This is an optimization exercise on Yosys and OpenROAD, whose aim is small area, a short achievable clock period and few clock cycles, not a production implementation. In this exercise RTL edits were held to simulation tests only and were not proved equivalent to the original. Power and IR drop assume default switching activity.

==> design.v <==
module ap4s_core (
    input  wire        clk,
    input  wire        rst,
    input  wire        req,
    input  wire        we,
    input  wire [7:0]  addr,
    input  wire [15:0] wdata,
    output reg         ack,
    output reg  [15:0] rdata
);
    localparam [3:0] E_NONE     = 4'd0;
    localparam [3:0] E_SHORT    = 4'd1;
    localparam [3:0] E_BADFCC   = 4'd2;
    localparam [3:0] E_BADDPID  = 4'd3;
    localparam [3:0] E_UNKTYPE  = 4'd4;
    localparam [3:0] E_LENGTH   = 4'd5;
    localparam [3:0] E_ALPHA    = 4'd6;
    localparam [3:0] E_ILLEGAL  = 4'd8;
    localparam [3:0] E_BUFRANGE = 4'd9;
    function is_digit(input [7:0] c);
        is_digit = (c[7:4] == 4'h3) && !(c[3] && (c[2] || c[1]));
    endfunction
    function letter5(input [4:0] c);
        letter5 = (c != 5'd0) && !(c[4] && c[3] && (c[2] || (c[1] && c[0])));
    endfunction
    function in_alpha(input [7:0] c);
        in_alpha = is_digit(c) ||
                   ((c[7:5] == 3'b010) && letter5(c[4:0])) ||
                   ((c[7:5] == 3'b011) && letter5(c[4:0])) ||
                   (c == 8'h20) || (c == 8'h23);
    endfunction
    function [3:0] n_table(input [3:0] v);
        case (v)
            4'd0: n_table = 4'h0;
            4'd1: n_table = 4'h1;
            4'd2: n_table = 4'h2;
            4'd3: n_table = 4'h4;
            4'd4: n_table = 4'h5;
            4'd5: n_table = 4'h6;
            4'd6: n_table = 4'h8;
            4'd7: n_table = 4'h9;
            4'd8: n_table = 4'hA;
            default: n_table = 4'hC;
        endcase
    endfunction
    function [5:0] c_table(input [5:0] i);
        case (i)
            6'd0:  c_table = 6'd42; 6'd1:  c_table = 6'd48; 6'd2:  c_table = 6'd49;
            6'd3:  c_table = 6'd50; 6'd4:  c_table = 6'd52; 6'd5:  c_table = 6'd53;
            6'd6:  c_table = 6'd54; 6'd7:  c_table = 6'd56; 6'd8:  c_table = 6'd57;
            6'd9:  c_table = 6'd58; 6'd10: c_table = 6'd0;  6'd11: c_table = 6'd1;
            6'd12: c_table = 6'd2;  6'd13: c_table = 6'd4;  6'd14: c_table = 6'd5;
            6'd15: c_table = 6'd6;  6'd16: c_table = 6'd8;  6'd17: c_table = 6'd9;
            6'd18: c_table = 6'd10; 6'd19: c_table = 6'd16; 6'd20: c_table = 6'd17;
            6'd21: c_table = 6'd18; 6'd22: c_table = 6'd20; 6'd23: c_table = 6'd21;
            6'd24: c_table = 6'd22; 6'd25: c_table = 6'd24; 6'd26: c_table = 6'd25;
            6'd27: c_table = 6'd26; 6'd28: c_table = 6'd32; 6'd29: c_table = 6'd33;
            6'd30: c_table = 6'd34; 6'd31: c_table = 6'd36; 6'd32: c_table = 6'd37;
            6'd33: c_table = 6'd38; 6'd34: c_table = 6'd40; 6'd35: c_table = 6'd41;
            6'd36: c_table = 6'd11; 6'd37: c_table = 6'd12; 6'd38: c_table = 6'd13;
            6'd39: c_table = 6'd14; 6'd40: c_table = 6'd15; 6'd41: c_table = 6'd19;
            6'd42: c_table = 6'd23; 6'd43: c_table = 6'd27; 6'd44: c_table = 6'd28;
            6'd45: c_table = 6'd29; 6'd46: c_table = 6'd30; 6'd47: c_table = 6'd31;
            6'd48: c_table = 6'd35; 6'd49: c_table = 6'd39; 6'd50: c_table = 6'd43;
            6'd51: c_table = 6'd44; 6'd52: c_table = 6'd45; 6'd53: c_table = 6'd46;
            6'd54: c_table = 6'd47; 6'd55: c_table = 6'd51; 6'd56: c_table = 6'd55;
            6'd57: c_table = 6'd59; 6'd58: c_table = 6'd60; 6'd59: c_table = 6'd61;
            6'd60: c_table = 6'd62; 6'd61: c_table = 6'd63; 6'd62: c_table = 6'd3;
            default: c_table = 6'd7;
        endcase
    endfunction
    function [5:0] gf_mul(input [5:0] a, input [5:0] b);
        reg [5:0] x, r;
        integer i;
        begin
            r = 6'd0;
            x = a;
            for (i = 0; i < 6; i = i + 1) begin
                if (b[i]) r = r ^ x;
                x = x[5] ? ({x[4:0], 1'b0} ^ 6'h03) : {x[4:0], 1'b0};
            end
            gf_mul = r;
        end
    endfunction
    function [5:0] cidx_tab(input [6:0] i);
        case (i)
            7'd0: cidx_tab = 6'd0; 7'd1: cidx_tab = 6'd0; 7'd2: cidx_tab = 6'd0; 7'd3: cidx_tab = 6'd0;
            7'd4: cidx_tab = 6'd0; 7'd5: cidx_tab = 6'd0; 7'd6: cidx_tab = 6'd0; 7'd7: cidx_tab = 6'd0;
            7'd8: cidx_tab = 6'd0; 7'd9: cidx_tab = 6'd0; 7'd10: cidx_tab = 6'd0; 7'd11: cidx_tab = 6'd0;
            7'd12: cidx_tab = 6'd0; 7'd13: cidx_tab = 6'd0; 7'd14: cidx_tab = 6'd0; 7'd15: cidx_tab = 6'd0;
            7'd16: cidx_tab = 6'd0; 7'd17: cidx_tab = 6'd0; 7'd18: cidx_tab = 6'd0; 7'd19: cidx_tab = 6'd0;
            7'd20: cidx_tab = 6'd0; 7'd21: cidx_tab = 6'd0; 7'd22: cidx_tab = 6'd0; 7'd23: cidx_tab = 6'd0;
            7'd24: cidx_tab = 6'd0; 7'd25: cidx_tab = 6'd0; 7'd26: cidx_tab = 6'd0; 7'd27: cidx_tab = 6'd0;
            7'd28: cidx_tab = 6'd0; 7'd29: cidx_tab = 6'd0; 7'd30: cidx_tab = 6'd0; 7'd31: cidx_tab = 6'd0;
            7'd32: cidx_tab = 6'd62; 7'd33: cidx_tab = 6'd0; 7'd34: cidx_tab = 6'd0; 7'd35: cidx_tab = 6'd63;
            7'd36: cidx_tab = 6'd0; 7'd37: cidx_tab = 6'd0; 7'd38: cidx_tab = 6'd0; 7'd39: cidx_tab = 6'd0;
            7'd40: cidx_tab = 6'd0; 7'd41: cidx_tab = 6'd0; 7'd42: cidx_tab = 6'd0; 7'd43: cidx_tab = 6'd0;
            7'd44: cidx_tab = 6'd0; 7'd45: cidx_tab = 6'd0; 7'd46: cidx_tab = 6'd0; 7'd47: cidx_tab = 6'd0;
            7'd48: cidx_tab = 6'd0; 7'd49: cidx_tab = 6'd1; 7'd50: cidx_tab = 6'd2; 7'd51: cidx_tab = 6'd3;
            7'd52: cidx_tab = 6'd4; 7'd53: cidx_tab = 6'd5; 7'd54: cidx_tab = 6'd6; 7'd55: cidx_tab = 6'd7;
            7'd56: cidx_tab = 6'd8; 7'd57: cidx_tab = 6'd9; 7'd58: cidx_tab = 6'd0; 7'd59: cidx_tab = 6'd0;
            7'd60: cidx_tab = 6'd0; 7'd61: cidx_tab = 6'd0; 7'd62: cidx_tab = 6'd0; 7'd63: cidx_tab = 6'd0;
            7'd64: cidx_tab = 6'd0; 7'd65: cidx_tab = 6'd10; 7'd66: cidx_tab = 6'd11; 7'd67: cidx_tab = 6'd12;
            7'd68: cidx_tab = 6'd13; 7'd69: cidx_tab = 6'd14; 7'd70: cidx_tab = 6'd15; 7'd71: cidx_tab = 6'd16;
            7'd72: cidx_tab = 6'd17; 7'd73: cidx_tab = 6'd18; 7'd74: cidx_tab = 6'd19; 7'd75: cidx_tab = 6'd20;
            7'd76: cidx_tab = 6'd21; 7'd77: cidx_tab = 6'd22; 7'd78: cidx_tab = 6'd23; 7'd79: cidx_tab = 6'd24;
            7'd80: cidx_tab = 6'd25; 7'd81: cidx_tab = 6'd26; 7'd82: cidx_tab = 6'd27; 7'd83: cidx_tab = 6'd28;
            7'd84: cidx_tab = 6'd29; 7'd85: cidx_tab = 6'd30; 7'd86: cidx_tab = 6'd31; 7'd87: cidx_tab = 6'd32;
            7'd88: cidx_tab = 6'd33; 7'd89: cidx_tab = 6'd34; 7'd90: cidx_tab = 6'd35; 7'd91: cidx_tab = 6'd0;
            7'd92: cidx_tab = 6'd0; 7'd93: cidx_tab = 6'd0; 7'd94: cidx_tab = 6'd0; 7'd95: cidx_tab = 6'd0;
            7'd96: cidx_tab = 6'd0; 7'd97: cidx_tab = 6'd36; 7'd98: cidx_tab = 6'd37; 7'd99: cidx_tab = 6'd38;
            7'd100: cidx_tab = 6'd39; 7'd101: cidx_tab = 6'd40; 7'd102: cidx_tab = 6'd41; 7'd103: cidx_tab = 6'd42;
            7'd104: cidx_tab = 6'd43; 7'd105: cidx_tab = 6'd44; 7'd106: cidx_tab = 6'd45; 7'd107: cidx_tab = 6'd46;
            7'd108: cidx_tab = 6'd47; 7'd109: cidx_tab = 6'd48; 7'd110: cidx_tab = 6'd49; 7'd111: cidx_tab = 6'd50;
            7'd112: cidx_tab = 6'd51; 7'd113: cidx_tab = 6'd52; 7'd114: cidx_tab = 6'd53; 7'd115: cidx_tab = 6'd54;
            7'd116: cidx_tab = 6'd55; 7'd117: cidx_tab = 6'd56; 7'd118: cidx_tab = 6'd57; 7'd119: cidx_tab = 6'd58;
            7'd120: cidx_tab = 6'd59; 7'd121: cidx_tab = 6'd60; 7'd122: cidx_tab = 6'd61; 7'd123: cidx_tab = 6'd0;
            7'd124: cidx_tab = 6'd0; 7'd125: cidx_tab = 6'd0; 7'd126: cidx_tab = 6'd0; 7'd127: cidx_tab = 6'd0;
            default: cidx_tab = 6'd0;
        endcase
    endfunction
    function ge11(input [6:0] x);
        ge11 = (x[6] | (x[5] | (x[4] | (x[3] & (x[2] | (x[1] & (x[0] & 1'b1)))))));
    endfunction
    function ge12(input [6:0] x);
        ge12 = (x[6] | (x[5] | (x[4] | (x[3] & (x[2] & (x[1] | (x[0] | 1'b1)))))));
    endfunction
    function ge13(input [6:0] x);
        ge13 = (x[6] | (x[5] | (x[4] | (x[3] & (x[2] & (x[1] | (x[0] & 1'b1)))))));
    endfunction
    function ge14(input [6:0] x);
        ge14 = (x[6] | (x[5] | (x[4] | (x[3] & (x[2] & (x[1] & (x[0] | 1'b1)))))));
    endfunction
    function ge15(input [6:0] x);
        ge15 = (x[6] | (x[5] | (x[4] | (x[3] & (x[2] & (x[1] & (x[0] & 1'b1)))))));
    endfunction
    function ge16(input [6:0] x);
        ge16 = (x[6] | (x[5] | (x[4] & (x[3] | (x[2] | (x[1] | (x[0] | 1'b1)))))));
    endfunction
    function ge17(input [6:0] x);
        ge17 = (x[6] | (x[5] | (x[4] & (x[3] | (x[2] | (x[1] | (x[0] & 1'b1)))))));
    endfunction
    function ge18(input [6:0] x);
        ge18 = (x[6] | (x[5] | (x[4] & (x[3] | (x[2] | (x[1] & (x[0] | 1'b1)))))));
    endfunction
    function ge19(input [6:0] x);
        ge19 = (x[6] | (x[5] | (x[4] & (x[3] | (x[2] | (x[1] & (x[0] & 1'b1)))))));
    endfunction
    function ge20(input [6:0] x);
        ge20 = (x[6] | (x[5] | (x[4] & (x[3] | (x[2] & (x[1] | (x[0] | 1'b1)))))));
    endfunction
    function ge21(input [6:0] x);
        ge21 = (x[6] | (x[5] | (x[4] & (x[3] | (x[2] & (x[1] | (x[0] & 1'b1)))))));
    endfunction
    function ge22(input [6:0] x);
        ge22 = (x[6] | (x[5] | (x[4] & (x[3] | (x[2] & (x[1] & (x[0] | 1'b1)))))));
    endfunction
    function ge23(input [6:0] x);
        ge23 = (x[6] | (x[5] | (x[4] & (x[3] | (x[2] & (x[1] & (x[0] & 1'b1)))))));
    endfunction
    function ge24(input [6:0] x);
        ge24 = (x[6] | (x[5] | (x[4] & (x[3] & (x[2] | (x[1] | (x[0] | 1'b1)))))));
    endfunction
    function ge25(input [6:0] x);
        ge25 = (x[6] | (x[5] | (x[4] & (x[3] & (x[2] | (x[1] | (x[0] & 1'b1)))))));
    endfunction
    function ge26(input [6:0] x);
        ge26 = (x[6] | (x[5] | (x[4] & (x[3] & (x[2] | (x[1] & (x[0] | 1'b1)))))));
    endfunction
    function ge38(input [6:0] x);
        ge38 = (x[6] | (x[5] & (x[4] | (x[3] | (x[2] & (x[1] & (x[0] | 1'b1)))))));
    endfunction
    function ge53(input [6:0] x);
        ge53 = (x[6] | (x[5] & (x[4] & (x[3] | (x[2] & (x[1] | (x[0] & 1'b1)))))));
    endfunction
    reg [6:0]   res;              
    reg [3:0]   stat_err;
    reg [1:0]   stat_btype;       
    reg         stat_ready;
    reg [6:0]   ilen;
    reg [5:0]   acc0, acc1, acc2, acc3;
    reg [7:0]   ibuf [0:63];
    reg [1:0]   od [2:64];
    reg         busy;             
    reg         enc_ph;           
    reg         num_r;            
    reg         in_field;         
    reg [4:0]   cnt;              
    reg         gf_run;           
    reg         gf_exp;           
    reg [5:0]   gop;              
    reg [7:0]   rp;               
    reg [7:0]   ma;               
    reg         pf_v;
    reg [8:0]   pf;               
    wire        enc_run = busy && enc_ph;
    wire stat_valid = (stat_btype != 2'd0);
    reg  [6:0] olen;
    reg  [4:0] nsym_m1;
    always @(*) begin
        case (stat_btype)
            2'd1:    begin olen = 7'd37; nsym_m1 = 5'd6;  end
            2'd2:    begin olen = 7'd52; nsym_m1 = 5'd11; end
            2'd3:    begin olen = 7'd67; nsym_m1 = 5'd16; end
            default: begin olen = 7'd0;  nsym_m1 = 5'd16; end
        endcase
    end
    wire [1:0] dig [0:127];
    genvar g;
    generate
        for (g = 0; g < 128; g = g + 1) begin : g_dig
            if (g == 0 || g == 65)                 assign dig[g] = 2'd1;
            else if (g == 1 || g == 52 || g == 66) assign dig[g] = 2'd3;
            else if (g < 65)                       assign dig[g] = od[g];
            else                                   assign dig[g] = 2'd0;
        end
    endgenerate
    wire a_cmd  = (addr == 8'h00);
    wire a_ibuf = (addr[7:6] == 2'b01);
    wire hit    = pf_v && (addr == rp);
    always @(*) begin
        if (we) ack = req && !busy;
        else    ack = req && hit;
        if (pf[8]) begin
            case (pf[1:0])
                2'd0: rdata = 16'h0800;
                2'd1: rdata = 16'h0401;
                2'd2: rdata = 16'h0442;
                default: rdata = 16'h0233;
            endcase
        end else begin
            rdata = {8'd0, pf[7:0]};
        end
    end
    wire do_wr   = req && we && !rst && !busy;
    wire do_cmd  = do_wr && a_cmd;
    wire do_ibuf = do_wr && a_ibuf;
    wire rd_hit  = req && !we && hit;
    wire rd_miss = req && !we && (addr != rp);
    wire [15:0] cmd  = wdata;
    wire [3:0]  c_op = cmd[15:12];
    wire [5:0]  c_a6 = cmd[11:6];
    wire [5:0]  c_b6 = cmd[5:0];
    wire [7:0]  c_ch = cmd[7:0];
    wire [1:0]  c_k  = cmd[1:0];
    reg cmd_legal;
    always @(*) begin
        case (c_op)
            4'h0, 4'h1, 4'h5, 4'hE: cmd_legal = (cmd[11:0] == 12'd0);
            4'h2, 4'h3, 4'h6, 4'hB: cmd_legal = (cmd[11:6] == 6'd0);
            4'h4:                   cmd_legal = 1'b1;
            4'h7, 4'hD:             cmd_legal = (cmd[11:2] == 10'd0);
            4'h8, 4'h9, 4'hA:       cmd_legal = (cmd[11:8] == 4'd0);
            4'hC:                   cmd_legal = ((cmd & 16'h0CCC) == 16'd0);
            default:                cmd_legal = 1'b0;
        endcase
    end
    wire [5:0] ib_a    = enc_run ? {1'b0, cnt} : ma[5:0];
    wire [7:0] ib_q    = ibuf[ib_a];
    wire [7:0] chx   = enc_run ? ib_q : c_ch;
    wire [5:0] ch_ix = cidx_tab(chx[6:0]);
    wire [5:0] ch_c  = c_table(ch_ix);
    wire [3:0] ch_n  = n_table(chx[3:0]);
    wire [5:0] sym;
    wire [5:0] lfsr_in = busy ? sym : c_b6;
    wire [5:0] lm    = acc3 ^ lfsr_in;
    wire [5:0] nacc3 = acc2 ^ gf_mul(lm, 6'd30);
    wire [5:0] nacc2 = acc1 ^ gf_mul(lm, 6'd29);
    wire [5:0] nacc1 = acc0 ^ gf_mul(lm, 6'd17);
    wire [5:0] nacc0 = gf_mul(lm, 6'd48);
    wire [5:0] syms [0:31];
    generate
        for (g = 0; g < 32; g = g + 1) begin : g_sym
            if (g < 17) begin : g_s
                assign syms[g] = {dig[2 + 3*g], dig[3 + 3*g], dig[4 + 3*g]};
            end else begin : g_z
                assign syms[g] = 6'd0;
            end
        end
    endgenerate
    assign sym = syms[cnt];
    wire [7:0] s [0:24];
    wire [24:0] sdig;
    wire [9:0]  salpha;
    generate
        for (g = 0; g < 25; g = g + 1) begin : g_s
            assign s[g] = ibuf[g];
            assign sdig[g] = is_digit(ibuf[g]);
            if (g >= 10 && g < 20) begin : g_a
                assign salpha[g - 10] = in_alpha(ibuf[g]);
            end
        end
    endgenerate
    wire len_range  = ilen[6] && (ilen[5:0] != 6'd0);    
    wire len_short  = (ilen[6:4] == 3'd0) && !(ilen[3] && (ilen[2] || ilen[1]));   
    wire long_cust  = ge26(ilen);                        
    wire cust_none  = (ilen == 7'd10);                   
    wire [14:0] cmask = {ge25(ilen), ge24(ilen), ge23(ilen), ge22(ilen), ge21(ilen),
                         ge20(ilen), ge19(ilen), ge18(ilen), ge17(ilen), ge16(ilen),
                         ge15(ilen), ge14(ilen), ge13(ilen), ge12(ilen), ge11(ilen)};
    wire fcc11 = (s[0] == 8'h31) && (s[1] == 8'h31);
    wire fcc59 = (s[0] == 8'h35) && (s[1] == 8'h39);
    wire fcc62 = (s[0] == 8'h36) && (s[1] == 8'h32);
    wire ci_digits = ((sdig[24:10] | ~cmask) == 15'h7FFF);
    wire ci_alpha  = ((salpha | ~cmask[9:0]) == 10'h3FF);
    wire is_numeric = !cust_none && ci_digits && !long_cust;   
    wire num_ok = fcc59 ? !ge19(ilen) : fcc62 ? !long_cust : 1'b0;
    wire alp_ok = fcc59 ? !ge16(ilen) : fcc62 ? !ge21(ilen) : cust_none;
    wire [1:0] row_sel = fcc11 ? 2'd1 : fcc59 ? 2'd2 : 2'd3;
    reg [3:0] enc_err;
    always @(*) begin
        if (len_range)                                     enc_err = E_BUFRANGE;
        else if (len_short)                                enc_err = E_SHORT;
        else if (!(sdig[0] && sdig[1]))                    enc_err = E_BADFCC;
        else if (sdig[9:2] != 8'hFF)                       enc_err = E_BADDPID;
        else if (!(fcc11 || fcc59 || fcc62))               enc_err = E_UNKTYPE;
        else if (long_cust)                                enc_err = E_LENGTH;
        else if (is_numeric ? !num_ok : !alp_ok)           enc_err = E_LENGTH;
        else if (!is_numeric && !ci_alpha)                 enc_err = E_ALPHA;
        else                                               enc_err = E_NONE;
    end
    wire [1:0] dpid [0:19];
    generate
        for (g = 0; g < 20; g = g + 1) begin : g_dpid
            wire [3:0] nn = n_table(s[g / 2][3:0]);
            assign dpid[g] = (g % 2 == 0) ? nn[3:2] : nn[1:0];
        end
    endgenerate
    reg [6:0]  res_nx;
    reg [3:0]  err_nx;
    reg        rdy_set, acc_clr, acc_step, gf_go;
    always @(*) begin
        res_nx   = res;
        err_nx   = E_NONE;
        rdy_set  = 1'b0;
        acc_clr  = 1'b0;
        acc_step = 1'b0;
        gf_go    = 1'b0;
        if (!cmd_legal) begin
            err_nx = E_ILLEGAL;
        end else begin
            case (c_op)
            4'h1: rdy_set = 1'b1;
            4'h2: begin rdy_set = 1'b1; gf_go = 1'b1; res_nx = 7'd0; end
            4'h3: begin rdy_set = 1'b1; gf_go = 1'b1; res_nx = 7'd1; end
            4'h4: begin rdy_set = 1'b1; res_nx = {1'b0, gf_mul(c_a6, c_b6)}; end
            4'h5: acc_clr = 1'b1;
            4'h6: begin rdy_set = 1'b1; acc_step = 1'b1; end
            4'h7: begin
                case (c_k)
                    2'd0: res_nx = {1'b0, acc3};
                    2'd1: res_nx = {1'b0, acc2};
                    2'd2: res_nx = {1'b0, acc1};
                    default: res_nx = {1'b0, acc0};
                endcase
            end
            4'h8: begin
                if (in_alpha(c_ch)) res_nx = {1'b0, ch_ix};
                else err_nx = E_ALPHA;
            end
            4'h9: begin
                if (is_digit(c_ch)) res_nx = {3'd0, ch_n};
                else err_nx = E_ALPHA;
            end
            4'hA: begin
                if (in_alpha(c_ch)) res_nx = {1'b0, ch_c};
                else err_nx = E_ALPHA;
            end
            4'hB: res_nx = {1'b0, c_b6};
            4'hC: res_nx = {1'b0, cmd[9:8], cmd[5:4], cmd[1:0]};
            4'hD: begin
                res_nx = {1'b1, 4'd0, c_k};
            end
            4'hE: begin
                rdy_set = 1'b1;
                err_nx  = enc_err;
            end
            default: ;
            endcase
        end
    end
    wire [7:0] stat_enc = {1'b1, enc_ok, enc_ok ? row_sel : 2'd0, enc_err};
    wire enc_go   = do_cmd && cmd_legal && (c_op == 4'hE);
    wire enc_ok   = (enc_err == E_NONE);
    wire lfsr_run = busy && !enc_ph && !gf_run;
    wire lfsr_end = lfsr_run && (cnt == nsym_m1);
    wire enc_last = enc_run && (num_r ? (cnt == 5'd24) : (cnt == 5'd19));
    always @(posedge clk) begin
        if (do_ibuf) ibuf[addr[5:0]] <= wdata[7:0];
    end
    wire [1:0] nd0 = in_field ? ch_n[3:2] : 2'd3;
    wire [1:0] nd1 = in_field ? ch_n[1:0] : 2'd3;
    wire [1:0] ad0 = in_field ? ch_c[5:4] : 2'd3;
    wire [1:0] ad1 = in_field ? ch_c[3:2] : 2'd3;
    wire [1:0] ad2 = in_field ? ch_c[1:0] : 2'd3;
    integer q;
    always @(posedge clk) begin
        if (enc_go) begin
            for (q = 0; q < 20; q = q + 1) od[2 + q] <= dpid[q];
        end
        if (enc_run) begin
            if (num_r) begin
                for (q = 22; q < 50; q = q + 1) od[q] <= od[q + 2];
                od[50] <= nd0; od[51] <= nd1;
            end else begin
                for (q = 22; q < 49; q = q + 1) od[q] <= od[q + 3];
                od[49] <= ad0; od[50] <= ad1; od[51] <= ad2;
            end
        end
        if (lfsr_end) begin
            case (stat_btype)
            2'd1: begin
                od[23] <= nacc3[5:4]; od[24] <= nacc3[3:2]; od[25] <= nacc3[1:0];
                od[26] <= nacc2[5:4]; od[27] <= nacc2[3:2]; od[28] <= nacc2[1:0];
                od[29] <= nacc1[5:4]; od[30] <= nacc1[3:2]; od[31] <= nacc1[1:0];
                od[32] <= nacc0[5:4]; od[33] <= nacc0[3:2]; od[34] <= nacc0[1:0];
                od[35] <= 2'd1;       od[36] <= 2'd3;
            end
            2'd2: begin
                od[38] <= nacc3[5:4]; od[39] <= nacc3[3:2]; od[40] <= nacc3[1:0];
                od[41] <= nacc2[5:4]; od[42] <= nacc2[3:2]; od[43] <= nacc2[1:0];
                od[44] <= nacc1[5:4]; od[45] <= nacc1[3:2]; od[46] <= nacc1[1:0];
                od[47] <= nacc0[5:4]; od[48] <= nacc0[3:2]; od[49] <= nacc0[1:0];
                od[50] <= 2'd1;       od[51] <= 2'd3;
            end
            default: begin
                od[53] <= nacc3[5:4]; od[54] <= nacc3[3:2]; od[55] <= nacc3[1:0];
                od[56] <= nacc2[5:4]; od[57] <= nacc2[3:2]; od[58] <= nacc2[1:0];
                od[59] <= nacc1[5:4]; od[60] <= nacc1[3:2]; od[61] <= nacc1[1:0];
                od[62] <= nacc0[5:4]; od[63] <= nacc0[3:2]; od[64] <= nacc0[1:0];
            end
            endcase
        end
    end
    function [7:0] succ(input [7:0] x);
        case (x)
            8'h02:   succ = 8'h04;       
            8'h04:   succ = 8'h80;       
            default: succ = x + 8'd1;
        endcase
    endfunction
    wire [3:0] mpos = {ge53(ma[6:0]), ge38(ma[6:0]), ge23(ma[6:0]), ge22(ma[6:0])};
    reg [8:0]  pf_mux;
    always @(*) begin
        pf_mux = 9'd0;
        if (ma[7])                 pf_mux = {7'd0, dig[ma[6:0]]};
        else if (ma[6])            pf_mux = {1'b0, ib_q};
        else if (ma[5:3] == 3'd0) begin
            case (ma[2:0])
                3'd1: pf_mux = {res[6], 2'd0, res[5:0]};
                3'd2: pf_mux = {1'b0, stat_ready, stat_valid, stat_btype, stat_err};
                3'd3: pf_mux = {2'd0, ilen};
                3'd4: pf_mux = {2'd0, olen};
                default: pf_mux = 9'd0;
            endcase
        end
    end
    reg        ma_unsafe;
    always @(*) begin
        if (gf_run)      ma_unsafe = (ma == 8'h01);
        else if (!busy)  ma_unsafe = 1'b0;
        else if (enc_ph) ma_unsafe = (ma[7:6] == 2'b01) || (ma[7] && mpos[0]);
        else case (stat_btype)
            2'd1:    ma_unsafe = ma[7] && mpos[1];
            2'd2:    ma_unsafe = ma[7] && mpos[2];
            default: ma_unsafe = ma[7] && mpos[3];
        endcase
    end
    wire pf_inval = do_wr && !a_cmd;      
    always @(posedge clk) begin
        if (rst) begin
            rp   <= 8'h02;
            ma   <= 8'h02;
            pf_v <= 1'b0;
        end else if (do_cmd) begin
            rp   <= enc_go ? 8'h02 : 8'h01;
            ma   <= enc_go ? 8'h04 : gf_go ? 8'h01 : 8'h02;
            pf   <= enc_go ? {1'b0, stat_enc} : {res_nx[6], 2'd0, res_nx[5:0]};
            pf_v <= !gf_go;
        end else if (rd_miss) begin
            rp   <= addr;
            ma   <= addr;
            pf_v <= 1'b0;
        end else if (rd_hit) begin
            rp <= ma;
            if (ma_unsafe) begin
                pf_v <= 1'b0;
            end else begin
                pf   <= pf_mux;
                ma   <= succ(ma);
            end
        end else if (!pf_v) begin
            if (!ma_unsafe && !pf_inval) begin
                pf   <= pf_mux;
                pf_v <= 1'b1;
                ma   <= succ(ma);
            end
        end else if (pf_inval) begin
            pf_v <= 1'b0;
            ma   <= rp;
        end
    end
    always @(posedge clk) begin
        if (rst) begin
            res        <= 7'd0;
            stat_err   <= 4'd0;
            stat_btype <= 2'd0;
            stat_ready <= 1'b0;
            ilen       <= 7'd0;
            acc0 <= 6'd0; acc1 <= 6'd0; acc2 <= 6'd0; acc3 <= 6'd0;
            busy       <= 1'b0;
            enc_ph     <= 1'b0;
            gf_run     <= 1'b0;
        end else begin
            if (enc_run) begin
                cnt <= cnt + 5'd1;
                if (cnt + 5'd1 == ilen[4:0]) in_field <= 1'b0;
                if (enc_last) begin
                    enc_ph <= 1'b0;
                    cnt    <= 5'd0;
                    acc0 <= 6'd0; acc1 <= 6'd0; acc2 <= 6'd0; acc3 <= 6'd0;
                end
            end
            if (lfsr_run) begin
                acc0 <= nacc0; acc1 <= nacc1; acc2 <= nacc2; acc3 <= nacc3;
                cnt <= cnt + 5'd1;
                if (lfsr_end) busy <= 1'b0;
            end
            if (gf_run) begin
                if (gf_exp) begin
                    if (gop == 6'd0) begin
                        gf_run <= 1'b0;
                        busy   <= 1'b0;
                    end else begin
                        gop       <= gop - 6'd1;
                        res[5:0]  <= {res[4:0], 1'b0} ^ {4'd0, res[5], res[5]};
                    end
                end else begin
                    if (gop[5:1] == 5'd0) begin
                        gf_run <= 1'b0;
                        busy   <= 1'b0;
                    end else begin
                        gop       <= {gop[0], gop[5:1]} ^ {5'd0, gop[0]};
                        res[5:0]  <= res[5:0] + 6'd1;
                    end
                end
            end
            if (do_wr && addr == 8'h03) ilen <= wdata[6:0];
            if (do_cmd) begin
                res        <= res_nx;
                stat_err   <= err_nx;
                stat_ready <= stat_ready | rdy_set;
                if (acc_clr) begin
                    acc0 <= 6'd0; acc1 <= 6'd0; acc2 <= 6'd0; acc3 <= 6'd0;
                end
                if (acc_step) begin
                    acc0 <= nacc0; acc1 <= nacc1; acc2 <= nacc2; acc3 <= nacc3;
                end
                if (gf_go) begin
                    busy   <= 1'b1;
                    gf_run <= 1'b1;
                    gf_exp <= c_op[0];
                    gop    <= c_b6;
                end
                if (enc_go) begin
                    stat_btype <= enc_ok ? row_sel : 2'd0;
                    if (enc_ok) begin
                        busy     <= 1'b1;
                        enc_ph   <= 1'b1;
                        cnt      <= 5'd10;
                        num_r    <= is_numeric;
                        in_field <= !cust_none;
                    end
                end
            end
        end
    end
endmodule
==> flow/run.sh <==
#!/bin/bash
set -e
export SETUP_SLACK_MARGIN=6.2
bash standard.sh > standard.log 2>&1
==> standard.sh <==
#!/bin/bash
# synth_recipe.tcl (not shown) runs the flow's synth.tcl, then flattens the netlist and writes it again
# the make line also repeats each setting of config.mk as NAME=value (left out here)
make -C /OpenROAD-flow-scripts/flow DESIGN_CONFIG=/design/flow/config.mk WORK_HOME=/design/flow/orfs CLKGATE_MAP_FILE= SYNTH_SCRIPT=/design/flow/synth_recipe.tcl "${@:-finish}"
==> config.mk <==
export PLATFORM = sky130hd
export DESIGN_NAME = ap4s_core
export DESIGN_NICKNAME = ap4s_core
export VERILOG_FILES = /design/flow/design.v
export SDC_FILE = /design/flow/constraint.sdc
export NUM_CORES = 4
export LEC_CHECK = 0
export CAP_MARGIN = 20
export CORE_MARGIN = 2
export CORE_UTILIZATION = 40
export PLACE_DENSITY = 0.6
export SLEW_MARGIN = 20
==> constraint.sdc <==
create_clock -name core_clock -period 12.0 [get_ports {clk}]
set_input_delay 2.4000 -clock core_clock [delete_from_list [all_inputs] [get_ports {clk}]]
set_output_delay 2.4000 -clock core_clock [all_outputs]
set_load 0.01 [all_outputs]
==> results.tsv, run 1 <==
stage	metric	value	unit
run_status	result_of_the_run	timing/DRC/antenna clean	
floorplan	die_footprint	100000	um2
timing	grt_setup_unrepaired	yes	
layout	total_area_of_multi_input_combinational_cells	17900	um2
place	placement.setup.worst_slack	4.67	ns
yosys	yosysWarningCount	2	
yosys	number_of_synthesized_flops_with_an_enable_pin	603	
worst_setup_path	worst-endpoint-arrival	6.29	ns
grt	track_usage	28.3	%
floorplan	floorplan.initialDensity	40.4	%
routing	drt-total-wl	146000	um
pwr	leakage	15.6	nW
yosys	postSynthRegisterBits	724	
grt	grt_antenna_before_repair	4	
yosys	synth_area_leaders	sky130_fd_sc_hd__edfxtp_1, sky130_fd_sc_hd__dfxtp_1, sky130_fd_sc_hd__mux4_2	
pwr	worst_voltage_drop_across_the_vdd_grid	95.0	uV
flow_run	cap_violations	0	
yosys	synth-main-ff-cell	sky130_fd_sc_hd__edfxtp_1	
pwr	power.share.sequential	44.0	%
timing	tightest_slew	1.27	ns
routing	drt_pass1_iterations	9	
routing	postRouteAntennaNets	0	
layout	layout.filler_cells	8686	
yosys	synthCells	3536	
routing	num_vias	32000	
timing	final.setup.worst_slack	6.13	ns
pwr	net-switching-power	1.75	mW
pwr	combinational_fraction_of_design_power	16.7	%
timing	fin_max_slew_vios	0	
place	globalplace.congestion	0.953	
yosys	synthDistinctLibCells	104	
worst_setup_path	kind_of_launch_point_of_the_worst_setup_path	register	
yosys	synth_cell_area	39100	um2
min_path	holdCritPathClass	reg -> reg	
routing	initialDrtViolationCount	4753	
grt	grt_pass1_vias	29400	
floorplan	io_pins	45	
worst_setup_path	timing_worst_setup_path_type	reg -> reg	
grt	grt_start_max_net_pins	77	
floorplan	die_x	317	um
yosys	async_reset_ff_share	0	%
timing	timing.max_slew.rel_slack	14.7	%
timing	final.period_utilization	48.9	%
worst_setup_path	worstSetupEndpointType	register	
clock_tree	cts_sink_count	724	
pwr	power.internal	4.50	mW
clock_tree	cts-root-buf	sky130_fd_sc_hd__clkbuf_16	
timing	finalHoldViolations	0	
yosys	most_frequent_cell_after_synthesis	sky130_fd_sc_hd__edfxtp_1	
layout	layout.nets	3680	
layout	seq_area	20500	um2
worst_setup_path	worst_reg_to_reg_setup_slack	6.13	ns
pwr	clkPwrFrac	39.3	%
routing	detail_route.wl_per_cell	29.8	um
layout	final_layout_size_suffix_gt1_share	14.3	%
routing	remaining_drc_errors	0	
clock_tree	cts_hold_buf	0	
grt	grt_first_pass_wirelength	208000	um
clock_tree	cts_buffer_depth	3	
grt	gr-total-overflow	0	
layout	synthToLayoutAreaGrowth	14.7	%
floorplan	die-height	317	um
timing	setup_skew_after_layout	0.0536	ns
timing	fin_setup_tns	0	ns
clock_tree	cts_bufs_inserted	76	
clock_tree	cts_tree	done	
clock_tree	clock_tree.htree_level_count	3	
yosys	synth_seq_area_share	52.4	%
clock_tree	path_clk_slew	0.07	ns
worst_setup_path	cp_data_required_time	12.42	ns
floorplan	design.core.area	96900	um2
timing	report.final.setup_viol	0	
floorplan	num_rows	114	
yosys	yosys-top-cells-count	sky130_fd_sc_hd__edfxtp_1, sky130_fd_sc_hd__nand2_1, sky130_fd_sc_hd__nor2_1, sky130_fd_sc_hd__o21ai_0, sky130_fd_sc_hd__clkbuf_1	
timing	fmax	170	MHz
pwr	switching_power_share_of_the_total	28.1	%
layout	final_cell_utilization_of_the_core	46.3	%
clock_tree	insertion_delay	0.68	ns
yosys	synth.avg_cell_area	11.1	um2
place	port_buffers	39	
yosys	synth_largest_type_area_fraction	46.3	%
timing	fin_crit	5.87	ns
place	hpwl	96600	um
yosys	synth_top_cell_by_area	sky130_fd_sc_hd__edfxtp_1	
pwr	power_per_cell_area	139	nW/um2
layout	final_cell_area	44900	um2
place	placedInstanceArea	40700	um2
routing	route.detailed.vias_per_inst	6.51	
worst_setup_path	path_max_fanout	18	
-- through the flow --
step                hold slack (ns)  total power, mW  instances
floorplan                     0.430             3.38       3540
global placement              0.457             3.71       4669
detailed placement            0.470             3.71       4670
CTS                           0.477             6.17       4841
global route                  0.500             6.41       4906
finish                        0.469             6.25       4907
-- critical path, cell delays in order, from the launching register on --
cell	delay, ns
sky130_fd_sc_hd__edfxtp_1	0.48
sky130_fd_sc_hd__buf_12	0.22
sky130_fd_sc_hd__inv_1	0.38
sky130_fd_sc_hd__nor3_1	0.11
sky130_fd_sc_hd__a31oi_1	0.36
sky130_fd_sc_hd__a311oi_1	0.09
sky130_fd_sc_hd__or4_4	0.52
sky130_fd_sc_hd__a221oi_4	0.41
sky130_fd_sc_hd__buf_4	0.19
sky130_fd_sc_hd__buf_4	0.13
sky130_fd_sc_hd__ha_4	0.23
sky130_fd_sc_hd__inv_1	0.10
sky130_fd_sc_hd__nor3_1	0.06
sky130_fd_sc_hd__a31oi_1	0.30
sky130_fd_sc_hd__a211oi_2	0.13
sky130_fd_sc_hd__buf_4	0.19
sky130_fd_sc_hd__nor3_1	0.17
sky130_fd_sc_hd__buf_4	0.25
sky130_fd_sc_hd__mux2_2	0.37
sky130_fd_sc_hd__a32oi_1	0.25
sky130_fd_sc_hd__a31oi_4	0.15
sky130_fd_sc_hd__a21oi_2	0.22
sky130_fd_sc_hd__o21ai_2	0.08
sky130_fd_sc_hd__a31o_1	0.22
-- metal layers --
layer  wire (um)  share of wire (%)  global-route usage (%)  vias up
met5         163               0.11                   0.900        -
met4        7000                4.8                    12.1        6
met3       16800                 11                    6.44      421
met2       63100                 43                    41.6     2065
met1       59300                 41                    40.0    15800
li1            -                  -                       -    13700
-- area by class of cell --
type	instances	area share [%]
clock buffers	96	4.56
repair inverters	2	0.0279
well taps	1276	3.56
repair buffers	188	4.21
diodes	1	0.00558
flip-flops and latches	724	45.8
clock inverters	41	1.18
multi-input cells	2485	39.8
inverters	94	0.850
-- power by group through the flow --
stage / logic (mW) / clock network [mW] / registers [mW]
floorplan: 0.583 / 0 / 2.79
global placement: 0.908 / 0 / 2.80
detailed placement: 0.910 / 0 / 2.80
CTS: 0.954 / 2.47 / 2.75
global route: 1.08 / 2.57 / 2.75
finish: 1.05 / 2.46 / 2.75
-- cells in the final DEF, fill, tap and decap left out, types with 67 or more instances in the layout --
master	netlist	final
sky130_fd_sc_hd__a21oi_1	158	156
sky130_fd_sc_hd__buf_4	17	122
sky130_fd_sc_hd__clkbuf_16	0	83
sky130_fd_sc_hd__dfxtp_1	121	115
sky130_fd_sc_hd__edfxtp_1	603	603
sky130_fd_sc_hd__ha_1	81	73
sky130_fd_sc_hd__inv_1	91	84
sky130_fd_sc_hd__mux2i_1	155	154
sky130_fd_sc_hd__mux4_2	86	86
sky130_fd_sc_hd__nand2_1	366	363
sky130_fd_sc_hd__nor2_1	332	325
sky130_fd_sc_hd__nor3_1	69	67
sky130_fd_sc_hd__o21ai_0	203	198
-- state kept, by name, summed over array words and instances, names as in the netlist, 2 cells and up --
register	cells
ma	8
g_dpid.nn	20
pf	9
cnt	5
acc1	6
gop	6
res	7
acc2	6
od	104
stat_err	4
ilen	7
acc3	6
acc0	6
stat_btype	2
rp	8
ibuf	512
-- timing repair --
action	in CTS	in global routing
pin swaps	10	30
setup buffers	23	54
endpoints found under the setup margin	76	69
cloned	11	10
hold endpoints to repair	0	0
gates resized for setup	123	88
-- worst paths after layout --
kind / startpoint / to / depth (start not counted)
setup / recovery: cnt[0] / pf[0] / 23
setup reg to reg: cnt[0] / pf[0] / 23
hold reg to reg: stat_err[3] / stat_err[3] / 2
hold / removal: stat_err[3] / stat_err[3] / 2
-- kinds of logic after synthesis --
| family | after synthesis | share of synthesized area, % |
|---|---|---|
| compound gates | 933 | 16.7 |
| xor+xnor | 112 | 2.51 |
| fa+ha+maj | 81 | 2.59 |
| buf+inv | 342 | 3.73 |
| flops | 724 | 52.4 |
| mux | 255 | 9.34 |
| other cells | 1 | 0.00958 |
| simple gates | 1088 | 12.7 |
Testbench counts, summed over its fixed seeds: cycles 16,192.
==> run 2: changes to the inputs <==
--- a/config.mk
+++ b/config.mk
@@ -10,2 +10,5 @@
 export CORE_UTILIZATION = 40
+export CTS_BUF_LIST = sky130_fd_sc_hd__clkbuf_16
+export CTS_CLUSTER_DIAMETER = 60
+export CTS_CLUSTER_SIZE = 30
 export PLACE_DENSITY = 0.6
==> run 2 against run 1 <==
Register-to-register slack got worse by 0.04 ns. Total power decreased by 7.3%. Non-clock buffer count decreased by 19. Highest routed layer unchanged.
==> results.tsv, run 2 <==
stage	metric	value	unit
pwr	power.internal	4.03	mW
routing	postRouteAntennaNets	0	
place	port_buffers	39	
grt	grt_start_max_net_pins	77	
flow_run	cap_violations	0	
yosys	yosys.area_share.xor_xnor	2.51	%
yosys	synthDistinctLibCells	104	
place	placedInstanceArea	40700	um2
yosys	synth_top_family_by_area	compound AO/OA/AOI/OAI gates	
timing	fin_setup_tns	0	ns
pwr	leakage	15.1	nW
pwr	net-switching-power	1.76	mW
timing	final.period_utilization	49.2	%
yosys	number_of_synthesized_flops_with_an_enable_pin	603	
yosys	synth_simple_gate_area_share	12.7	%
layout	total_area_of_multi_input_combinational_cells	17800	um2
worst_setup_path	worst-endpoint-arrival	6.28	ns
yosys	most_frequent_cell_after_synthesis	sky130_fd_sc_hd__edfxtp_1	
routing	initialDrtViolationCount	4719	
floorplan	floorplan.initialDensity	40.4	%
layout	final_cell_area	44100	um2
clock_tree	cts_bufs_inserted	54	
layout	final_layout_size_suffix_gt1_share	13.5	%
timing	report.final.setup_viol	0	
layout	synthToLayoutAreaGrowth	12.6	%
floorplan	die-height	317	um
worst_setup_path	timing_worst_setup_path_type	reg -> reg	
grt	track_usage	28.0	%
pwr	power.share.sequential	47.4	%
clock_tree	cts-root-buf	sky130_fd_sc_hd__clkbuf_16	
grt	grt_first_pass_wirelength	207000	um
yosys	yosysWarningCount	2	
routing	detail_route.wl_per_cell	29.9	um
layout	layout_common_cells	sky130_fd_sc_hd__edfxtp_1, sky130_fd_sc_hd__nand2_1, sky130_fd_sc_hd__nor2_1	
floorplan	die_x	317	um
layout	layout.nets	3638	
layout	seq_area	20500	um2
timing	fin_crit	5.91	ns
timing	fmax	169	MHz
worst_setup_path	critical_path.reg2reg.startpoint	ma[3]	
timing	timing.max_slew.rel_slack	11.0	%
place	hpwl	96600	um
worst_setup_path	start_point_of_the_critical_path	ma[3]	
grt	grt_antenna_before_repair	6	
routing	drt-total-wl	145000	um
min_path	origin_of_the_worst_min_delay_path	stat_err[3]	
yosys	synth_top_cell_by_area	sky130_fd_sc_hd__edfxtp_1	
routing	route.detailed.vias_per_inst	6.53	
routing	drt_pass1_iterations	6	
worst_setup_path	kind_of_launch_point_of_the_worst_setup_path	register	
pwr	power_per_cell_area	131	nW/um2
yosys	synth_largest_type_area_fraction	46.3	%
yosys	synthAdderAreaFrac	2.59	%
clock_tree	cts_sink_count	724	
place	globalplace.congestion	0.953	
timing	tightest_slew	1.33	ns
pwr	total_power	5.80	mW
grt	grt_pass1_vias	29000	
timing	setup_skew_after_layout	0.0526	ns
pwr	clkPwrFrac	34.8	%
pwr	worst_voltage_drop_across_the_vdd_grid	113	uV
floorplan	io_pins	45	
floorplan	die_footprint	100000	um2
min_path	holdCritPathClass	reg -> reg	
routing	num_vias	31700	
layout	layout.filler_cells	8789	
run_status	result_of_the_run	timing/DRC/antenna clean	
yosys	synth_seq_area_share	52.4	%
clock_tree	clock_tree.htree_level_count	2	
worst_setup_path	worstSetupEndpointType	register	
grt	gr-total-overflow	0	
worst_setup_path	cp_data_required_time	12.38	ns
timing	finalHoldViolations	0	
clock_tree	cts_tree	done	
yosys	synthCells	3536	
pwr	switching_power_share_of_the_total	30.4	%
timing	grt_setup_unrepaired	yes	
layout	flip_flop_count_of_the_largest_register_after_layout	512	
clock_tree	insertion_delay	0.69	ns
clock_tree	cts_buffer_depth	3	
yosys	postSynthRegisterBits	724	
yosys	synth.avg_cell_area	11.1	um2
yosys	yosys-top-cells-count	sky130_fd_sc_hd__edfxtp_1, sky130_fd_sc_hd__nand2_1, sky130_fd_sc_hd__nor2_1, sky130_fd_sc_hd__o21ai_0, sky130_fd_sc_hd__clkbuf_1	
floorplan	design.core.area	96900	um2
timing	fin_max_slew_vios	0	
yosys	synth_area_leaders	sky130_fd_sc_hd__edfxtp_1, sky130_fd_sc_hd__dfxtp_1, sky130_fd_sc_hd__mux4_2	
yosys	synth_compound_area_share	16.7	%
clock_tree	path_clk_slew	0.08	ns
worst_setup_path	path_max_fanout	46	
yosys	synth_cell_area	39100	um2
layout	final_common_cell	sky130_fd_sc_hd__edfxtp_1	
pwr	combinational_fraction_of_design_power	17.8	%
routing	remaining_drc_errors	0	
floorplan	num_rows	114	
yosys	async_reset_ff_share	0	%
yosys	synth-main-ff-cell	sky130_fd_sc_hd__edfxtp_1	
yosys	synth.area.mux_share	9.34	%
==> run 2: power by group through the flow <==
stage / clock, mW / combinational (mW) / sequential, mW
final: 2.02 / 1.03 / 2.75
after global routing: 2.13 / 1.07 / 2.75
after CTS: 2.03 / 0.949 / 2.74
after detailed placement: 0 / 0.910 / 2.80
after global placement: 0 / 0.908 / 2.80
after floorplan: 0 / 0.583 / 2.79
==> run 2: repair_timing <==
action | in CTS | in global routing
hold buffers | 0 | 0
setup endpoints to repair | 76 | 67
buffers inserted | 23 | 35
cloned | 10 | 10
pin swaps | 10 | 17
gates resized for setup | 126 | 79
==> run 2: kinds of logic (layout without fill, tap and decap cells) <==
group | count (synthesis) | count (layout)
multiplexers | 255 | 255
other | 1 | 8
flip-flops | 724 | 724
adder cells (fa/ha/maj) | 81 | 81
buffers and inverters | 342 | 367
AND/OR/NAND/NOR | 1088 | 1096
XOR/XNOR | 112 | 112
AO/OA/AOI/OAI | 933 | 935
==> run 2: routing by layer <==
| metal | up-vias | track usage [%] | routed length (um) |
|---|---|---|---|
| li1 | 13600 | - | - |
| met2 | 2010 | 41.6 | 62900 |
| met3 | 363 | 6.24 | 16100 |
| met5 | - | 0.900 | 164 |
| met1 | 15800 | 39.7 | 59500 |
| met4 | 8 | 10.9 | 6580 |
==> run 2: area by class of cell <==
type | count | share of cell area (%)
Antenna cell | 3 | 0.0170
Clock buffer | 54 | 3.07
Clock inverter | 48 | 1.45
Inverter | 94 | 0.854
Multi-Input combinational cell | 2484 | 40.5
Sequential cell | 724 | 46.6
Tap cell | 1276 | 3.62
Timing Repair Buffer | 169 | 3.87
Timing Repair inverter | 2 | 0.0284
==> run 2: final timing paths <==
path                 endpoint  slack, ns  cells past startpoint
setup / recovery        pf[4]       6.09                     22
hold / removal    stat_err[3]       0.48                      2
setup reg to reg        pf[4]       6.09                     22
hold reg to reg   stat_err[3]       0.48                      2
==> run 2: critical path: stages (launching register included) <==
cell and delay, ns:
sky130_fd_sc_hd__dfxtp_2 0.34, sky130_fd_sc_hd__buf_8 0.32, sky130_fd_sc_hd__clkinvlp_4 0.24, sky130_fd_sc_hd__buf_4 0.22, sky130_fd_sc_hd__a31oi_1 0.42, sky130_fd_sc_hd__a311oi_1 0.16, sky130_fd_sc_hd__or4_1 0.50, sky130_fd_sc_hd__a221oi_4 0.43
sky130_fd_sc_hd__buf_4 0.19, sky130_fd_sc_hd__buf_4 0.13, sky130_fd_sc_hd__ha_4 0.22, sky130_fd_sc_hd__inv_1 0.10, sky130_fd_sc_hd__nor3_1 0.06, sky130_fd_sc_hd__a31oi_1 0.30, sky130_fd_sc_hd__a211oi_2 0.19, sky130_fd_sc_hd__or3_2 0.61
sky130_fd_sc_hd__buf_4 0.19, sky130_fd_sc_hd__and3_1 0.16, sky130_fd_sc_hd__o211ai_1 0.27, sky130_fd_sc_hd__a41o_1 0.26, sky130_fd_sc_hd__o2111ai_1 0.11, sky130_fd_sc_hd__nand2_1 0.10, sky130_fd_sc_hd__o21ai_0 0.08
==> run 2: per-stage QoR <==
stage | cells | setup slack, ns | util, % | hold slack, ns
finish | 4854 | 6.09 | 45.5 | 0.482
global route | 4851 | 6.04 | 45.5 | 0.500
CTS | 4805 | 6.07 | 44.7 | 0.480
detailed placement | 4670 | 4.67 | 42.1 | 0.470
global placement | 4669 | 4.72 | 42.0 | 0.457
floorplan | 3540 | 5.96 | - | 0.430
==> run 3: changes to the inputs <==
==> flow/run.sh (replaced) <==
#!/bin/bash
set -e
export SETUP_SLACK_MARGIN=6.5
bash standard.sh > standard.log 2>&1
==> run 3 against run 2 <==
Still clean on timing, DRC and antenna. Global-route usage grew 1.7 points. Fmax is 1.8% higher. Clock-buffer cell count rose by 4.
==> results.tsv, run 3 <==
stage	metric	value	unit
worst_setup_path	path_delay_family	simple AND/OR/NAND/NOR gates	
yosys	synthCells	3536	
layout	synthToLayoutAreaGrowth	16.1	%
yosys	yosysWarningCount	2	
yosys	yosys.area_share.xor_xnor	2.51	%
layout	layout.nets	3706	
flow_run	cap_violations	0	
run_status	result_of_the_run	timing/DRC/antenna clean	
timing	fin_max_slew_vios	0	
yosys	number_of_synthesized_flops_with_an_enable_pin	603	
pwr	total_power	6.00	mW
yosys	synth.avg_cell_area	11.1	um2
routing	initialDrtViolationCount	4869	
place	port_buffers	39	
worst_setup_path	crit_path_buffers_inverters	2	
place	placedInstanceArea	40800	um2
layout	antennaDiodeCount	0	
place	globalplace.congestion	0.989	
yosys	synth-main-ff-cell	sky130_fd_sc_hd__edfxtp_1	
floorplan	io_pins	45	
yosys	yosys-top-cells-count	sky130_fd_sc_hd__edfxtp_1, sky130_fd_sc_hd__nand2_1, sky130_fd_sc_hd__nor2_1, sky130_fd_sc_hd__o21ai_0, sky130_fd_sc_hd__clkbuf_1	
worst_setup_path	timing_worst_setup_path_type	in -> out	
clock_tree	cts_sink_count	724	
yosys	synth_top_family_by_area	compound AO/OA/AOI/OAI gates	
routing	drt_pass1_iterations	9	
floorplan	design.core.area	96900	um2
floorplan	floorplan.initialDensity	40.4	%
clock_tree	path_clk_slew	0.07	ns
floorplan	num_rows	114	
clock_tree	insertion_delay	0.69	ns
min_path	timing.hold.worst_path_depth	2	
pwr	leakage	15.8	nW
routing	postRouteAntennaNets	0	
routing	route.detailed.vias_per_inst	6.53	
pwr	worst_voltage_drop_across_the_vdd_grid	122	uV
place	hpwl	102000	um
timing	fin_crit	5.81	ns
timing	timing.max_slew.rel_slack	12.0	%
clock_tree	cts_bufs_inserted	56	
timing	fmax	172	MHz
yosys	synthDistinctLibCells	104	
grt	grt_pass1_vias	29700	
grt	grt_first_pass_wirelength	216000	um
routing	remaining_drc_errors	0	
yosys	postSynthRegisterBits	724	
pwr	power_per_cell_area	132	nW/um2
timing	fin_setup_tns	0	ns
worst_setup_path	path_max_fanout	3	
clock_tree	cts_tree	done	
timing	tightest_slew	1.31	ns
routing	drt-total-wl	153000	um
yosys	synthAdderAreaFrac	2.59	%
layout	layout_common_cells	sky130_fd_sc_hd__edfxtp_1, sky130_fd_sc_hd__nand2_1, sky130_fd_sc_hd__nor2_1	
layout	final_cell_area	45400	um2
worst_setup_path	worstSetupPathDepth	6	
min_path	holdCritPathClass	reg -> reg	
routing	num_vias	32100	
floorplan	die-height	317	um
timing	grt_setup_unrepaired	yes	
clock_tree	cts-root-buf	sky130_fd_sc_hd__clkbuf_16	
worst_setup_path	cp_data_required_time	9.60	ns
yosys	synth_area_leaders	sky130_fd_sc_hd__edfxtp_1, sky130_fd_sc_hd__dfxtp_1, sky130_fd_sc_hd__mux4_2	
worst_setup_path	worst_path_max_delay_cell	sky130_fd_sc_hd__dlygate4sd2_1	
routing	detail_route.wl_per_cell	31.1	um
worst_setup_path	worstSetupEndpointType	primary output	
worst_setup_path	start_point_of_the_critical_path	we	
yosys	synth_largest_type_area_fraction	46.3	%
layout	flip_flop_count_of_the_largest_register_after_layout	512	
yosys	synth_top_cell_by_area	sky130_fd_sc_hd__edfxtp_1	
yosys	synth_cell_area	39100	um2
layout	final_layout_size_suffix_gt1_share	16.6	%
timing	final.period_utilization	48.4	%
yosys	synth_compound_area_share	16.7	%
yosys	synth.area.mux_share	9.34	%
clock_tree	cts_buffer_depth	3	
yosys	most_frequent_cell_after_synthesis	sky130_fd_sc_hd__edfxtp_1	
floorplan	die_footprint	100000	um2
grt	grt_start_max_net_pins	74	
worst_setup_path	slowest_delay	0.30	ns
worst_setup_path	critical_path.cell_chain	dlygate4sd2_1 > nor2b_4 > and2_4 > nand3_2 > nand2_4 > buf_6	
clock_tree	cts_hold_buf	0	
yosys	async_reset_ff_share	0	%
timing	finalHoldViolations	0	
yosys	synth_simple_gate_area_share	12.7	%
worst_setup_path	r2r_cells	25	
grt	grt_antenna_before_repair	3	
yosys	synth_seq_area_share	52.4	%
grt	track_usage	29.7	%
layout	final_common_cell	sky130_fd_sc_hd__edfxtp_1	
worst_setup_path	kind_of_launch_point_of_the_worst_setup_path	primary input	
worst_setup_path	worst-endpoint-arrival	3.41	ns
timing	report.final.setup_viol	0	
timing	setup_skew_after_layout	0.0412	ns
worst_setup_path	worst_reg_to_reg_setup_slack	6.34	ns
worst_setup_path	critical_path.reg2reg.startpoint	ma[0]	
grt	gr-total-overflow	0	
floorplan	die_x	317	um
min_path	origin_of_the_worst_min_delay_path	stat_err[3]	
clock_tree	clock_tree.htree_level_count	2	
## run 3: timing repair
action                     CTS  global route
setup endpoints to repair   84            81
gates cloned                21             5
setup buffers               80            28
resized for setup          218            92
pin swaps                   27            37
## run 3: path summary, 6_finish.rpt
check                end
max                  ack
max reg2reg        pf[1]
min reg2reg  stat_err[3]
min          stat_err[3]
## run 3: kinds of logic (layout without fill, tap and decap cells)
| group | Yosys count | count (layout) |
|---|---|---|
| xor gates and xnor gates | 112 | 112 |
| other | 1 | 5 |
| DFF | 724 | 724 |
| muxes | 255 | 255 |
| adders and majority gates | 81 | 81 |
| and+or+nand+nor | 1088 | 1095 |
| buffers and inverters | 342 | 436 |
| AOI/OAI and AO/OA | 933 | 936 |
## run 3: worst reg2reg max path: cells and delay by family, from the launching register on
kind	cells	cell delay [ns]
AND/OR/NAND/NOR	2	0.39
flip-flops	1	0.41
multiplexers	5	1.18
adder cells (fa/ha/maj)	2	0.29
AO/OA/AOI/OAI	9	2.15
buffers and inverters	7	0.96
## run 3: stage by stage
step                setup slack [ns]  cells  hold slack [ns]  utilization (%)
floorplan                       5.96   3540            0.430                -
global placement                4.43   4680            0.457             42.2
detailed placement              4.42   4680            0.463             42.2
CTS                             6.19   4886            0.474             46.1
global route                    6.16   4920            0.484             46.9
finish                          6.19   4920            0.472             46.9
## run 3: final cells by class
| type | instances | area, um2 |
|---|---|---|
| clock buffers | 58 | 1450 |
| repair inverters | 2 | 12.5 |
| repair buffers | 235 | 2490 |
| inverters | 94 | 389 |
| clock inverters | 47 | 636 |
| flip-flops and latches | 724 | 20500 |
| multi-input cells | 2484 | 18300 |
| well taps | 1276 | 1600 |
| fillers | 8712 | 51400 |
## run 3: power breakdown
group          switching [mW]  leakage, nW  internal [mW]
sequential             0.0197         6.44           2.73
combinational           0.734         8.30          0.408
clock                    1.10         1.02           1.01
total                    1.85         15.8           4.15
## run 3: routing by layer
metal  part of all wire (%)  track usage (%)  routed length [um]
met5                  0.018                0                  27
met4                    7.3             18.0               11200
met3                     11             5.97               16100
met2                     44             45.4               67300
met1                     38             39.0               58400
==> run 4: changes to the inputs <==
--- a/config.mk
+++ b/config.mk
@@ -9,3 +9,3 @@
 export CORE_MARGIN = 2
-export CORE_UTILIZATION = 40
+export CORE_UTILIZATION = 50
 export CTS_BUF_LIST = sky130_fd_sc_hd__clkbuf_16
@@ -13,3 +13,3 @@
 export CTS_CLUSTER_SIZE = 30
-export PLACE_DENSITY = 0.6
+export PLACE_DENSITY = 0.65
 export SLEW_MARGIN = 20
==> run 4 against run 3 <==
Still clean on timing, DRC and antenna. First-iteration DRC count up 3.3%. Design area grew 0.43%. Core utilization grew 12 points. Die area fell by 20%. Synthesized cell count unchanged. Combinational power is essentially flat. Routed wire length is 0.25% lower. Largest cell class unchanged. Largest power group unchanged.
==> results.tsv, run 4 <==
stage	metric	value	unit
floorplan	design.core.area	77500	um2
routing	route.detailed.vias_per_inst	6.98	
timing	grt_setup_unrepaired	yes	
grt	grt_pass1_vias	30700	
timing	fin_max_slew_vios	0	
run_status	result_of_the_run	timing/DRC/antenna clean	
worst_setup_path	worst-endpoint-arrival	3.49	ns
clock_tree	cts-root-buf	sky130_fd_sc_hd__clkbuf_16	
min_path	holdCritPathClass	reg -> reg	
layout	total_area_of_multi_input_combinational_cells	18400	um2
worst_setup_path	path_max_fanout	8	
timing	setup_skew_after_layout	0.0465	ns
yosys	synth.avg_cell_area	11.1	um2
yosys	number_of_synthesized_flops_with_an_enable_pin	603	
routing	remaining_drc_errors	0	
worst_setup_path	slowest_delay	0.26	ns
yosys	async_reset_ff_share	0	%
layout	seq_area	20500	um2
clock_tree	clock_tree.htree_level_count	2	
place	globalplace.congestion	0.972	
layout	final_cell_area	45600	um2
timing	final.period_utilization	49.1	%
grt	grt_first_pass_wirelength	214000	um
timing	finalHoldViolations	0	
pwr	power_per_cell_area	131	nW/um2
routing	drt_pass1_iterations	8	
worst_setup_path	timing_worst_setup_path_type	in -> out	
worst_setup_path	critical_path.cell_chain	buf_2 > xor2_1 > nor4_2 > buf_4 > nand3_4 > nand2_4 > buf_6	
clock_tree	cts_buffer_depth	3	
yosys	synthDistinctLibCells	104	
worst_setup_path	start_point_of_the_critical_path	addr[2]	
layout	final_layout_size_suffix_gt1_share	17.7	%
grt	grt_start_max_net_pins	79	
yosys	postSynthRegisterBits	724	
worst_setup_path	worst_path_max_delay_cell	sky130_fd_sc_hd__nor4_2	
timing	timing.max_slew.rel_slack	17.0	%
yosys	most_frequent_cell_after_synthesis	sky130_fd_sc_hd__edfxtp_1	
min_path	origin_of_the_worst_min_delay_path	stat_ready	
timing	report.final.setup_viol	0	
layout	synthToLayoutAreaGrowth	16.6	%
floorplan	die_x	284	um
yosys	synth_seq_area_share	52.4	%
yosys	yosysWarningCount	2	
place	hpwl	97300	um
layout	flip_flop_count_of_the_largest_register_after_layout	512	
yosys	synthCells	3536	
clock_tree	cts_hold_buf	0	
timing	fin_crit	5.89	ns
layout	layout.filler_cells	6323	
floorplan	die-height	284	um
worst_setup_path	kind_of_launch_point_of_the_worst_setup_path	primary input	
layout	layout.nets	3730	
floorplan	num_rows	102	
timing	tightest_slew	1.24	ns
worst_setup_path	critical_path.reg2reg.startpoint	busy	
flow_run	cap_violations	0	
routing	drt-total-wl	153000	um
grt	gr-total-overflow	0	
place	placedInstanceArea	40500	um2
clock_tree	cts_sink_count	724	
routing	detail_route.wl_per_cell	32.4	um
floorplan	die_footprint	80500	um2
grt	track_usage	36.0	%
pwr	leakage	16.0	nW
routing	num_vias	32900	
routing	initialDrtViolationCount	5029	
yosys	synth-main-ff-cell	sky130_fd_sc_hd__edfxtp_1	
worst_setup_path	worstSetupEndpointType	primary output	
layout	final_common_cell	sky130_fd_sc_hd__edfxtp_1	
floorplan	floorplan.initialDensity	50.5	%
place	port_buffers	39	
clock_tree	path_clk_slew	0.07	ns
timing	fin_setup_tns	0	ns
clock_tree	insertion_delay	0.69	ns
yosys	synth_area_leaders	sky130_fd_sc_hd__edfxtp_1, sky130_fd_sc_hd__dfxtp_1, sky130_fd_sc_hd__mux4_2	
yosys	yosys-top-cells-count	sky130_fd_sc_hd__edfxtp_1, sky130_fd_sc_hd__nand2_1, sky130_fd_sc_hd__nor2_1, sky130_fd_sc_hd__o21ai_0, sky130_fd_sc_hd__clkbuf_1	
clock_tree	cts_bufs_inserted	55	
grt	grt_antenna_before_repair	5	
worst_setup_path	cp_data_required_time	9.60	ns
floorplan	io_pins	45	
clock_tree	cts_tree	done	
yosys	synth_largest_type_area_fraction	46.3	%
yosys	synth_cell_area	39100	um2
timing	fmax	170	MHz
pwr	worst_voltage_drop_across_the_vdd_grid	175	uV
layout	layout_common_cells	sky130_fd_sc_hd__edfxtp_1, sky130_fd_sc_hd__nand2_1, sky130_fd_sc_hd__nor2_1	
routing	postRouteAntennaNets	0	
yosys	synth_top_cell_by_area	sky130_fd_sc_hd__edfxtp_1	
## run 4: cell counts after synthesis
No cell type changed its count.
## run 4: routing by layer
metal,routed length [um],global-route usage (%)
met1,57700,48.8
met5,45,0
met2,67300,54.5
met4,10200,20.0
met3,17500,7.01
## run 4: timing repair
item	4_1_cts	5_1_grt
gates cloned	25	13
endpoints found under the setup margin	92	38
pin swaps	38	47
gates resized for setup	224	113
setup buffers	85	44
## run 4: final timing paths
path,to,slack (ns),cells past startpoint
hold / removal,stat_ready,0.47,2
hold reg to reg,stat_ready,0.47,2
setup / recovery,ack,6.11,7
setup reg to reg,pf[0],6.33,24
## run 4: worst max-delay path: cells and delay by family
kind	cells	cell delay (ns)
buffers and inverters	3	0.47
AND/OR/NAND/NOR	3	0.45
XOR/XNOR	1	0.17
## run 4: report_power, final
part | total [mW] | switching, mW | internal, mW
registers | 2.75 | 0.0218 | 2.73
logic | 1.14 | 0.722 | 0.419
clock network | 2.10 | 1.12 | 0.985
## run 4: kinds of logic (layout without fill, tap and decap cells)
family	Yosys count	in the layout	share of synthesized area (%)
adder cells (fa/ha/maj)	81	81	2.59
other	1	7	0.00958
AND/OR/NAND/NOR	1088	1098	12.7
multiplexers	255	255	9.34
AO/OA/AOI/OAI	933	935	16.7
buffers and inverters	342	457	3.73
XOR/XNOR	112	112	2.51
flip-flops	724	724	52.4
## run 4: per-stage QoR
step                      utilization [%]  cells  hold slack [ns]  power, mW  worst slack [ns]
after floorplan                         -   3540            0.430       3.38              5.96
after detailed placement             52.2   4436            0.458       3.72              4.17
after global routing                 58.9   4707            0.489       6.13              6.09
final                                58.9   4709            0.474       5.99              6.11
after CTS                            57.4   4649            0.476       5.90              6.15
after global placement               52.2   4436            0.450       3.71              4.27
## run 4: cell type report
class / count / area share (%)
sequential: 724 / 45.0
multi-input combinational: 2486 / 40.3
antenna: 2 / 0.0110
tap: 1040 / 2.85
clock buffer: 55 / 3.02
timing repair inverter: 4 / 0.0576
clock inverter: 48 / 1.58
timing repair buffer: 256 / 6.28
inverter: 94 / 0.888

-- static timing again, ports no longer ideal --
The results above use ideal ports. As a check the final layouts listed here were re-extracted and re-timed, cells and wires unchanged. Step 1: set_driving_cell puts a clkbuf_16 on clk and a buf_2 on each other input, an assumption about the parent block. Step 2 times the ports against the registers' clock, not the clock port: input delays grow and output delays shrink by t, the midpoint of the rising clock arrivals with the driver on. Three values: no drivers, after step 1, after step 2; two values: the first two.
run | t, ns | setup WS [ns] | worst slew at a driven data input, ns
run 1 | 0.720 | 6.128 / 6.128 / 5.518 | 0.12
run 2 | 0.724 | 6.091 / 6.091 / 5.475 | 0.12
run 3 | 0.736 | 6.195 / 6.111 / 5.511 | 0.26
run 4 | 0.732 | 6.110 / 6.057 / 5.429 | 0.37
After both steps every run listed still meets setup and hold. For run 3, which loses most, drivers alone change the setup slack by -0.084 ns; drivers and shift together by -0.684 ns.
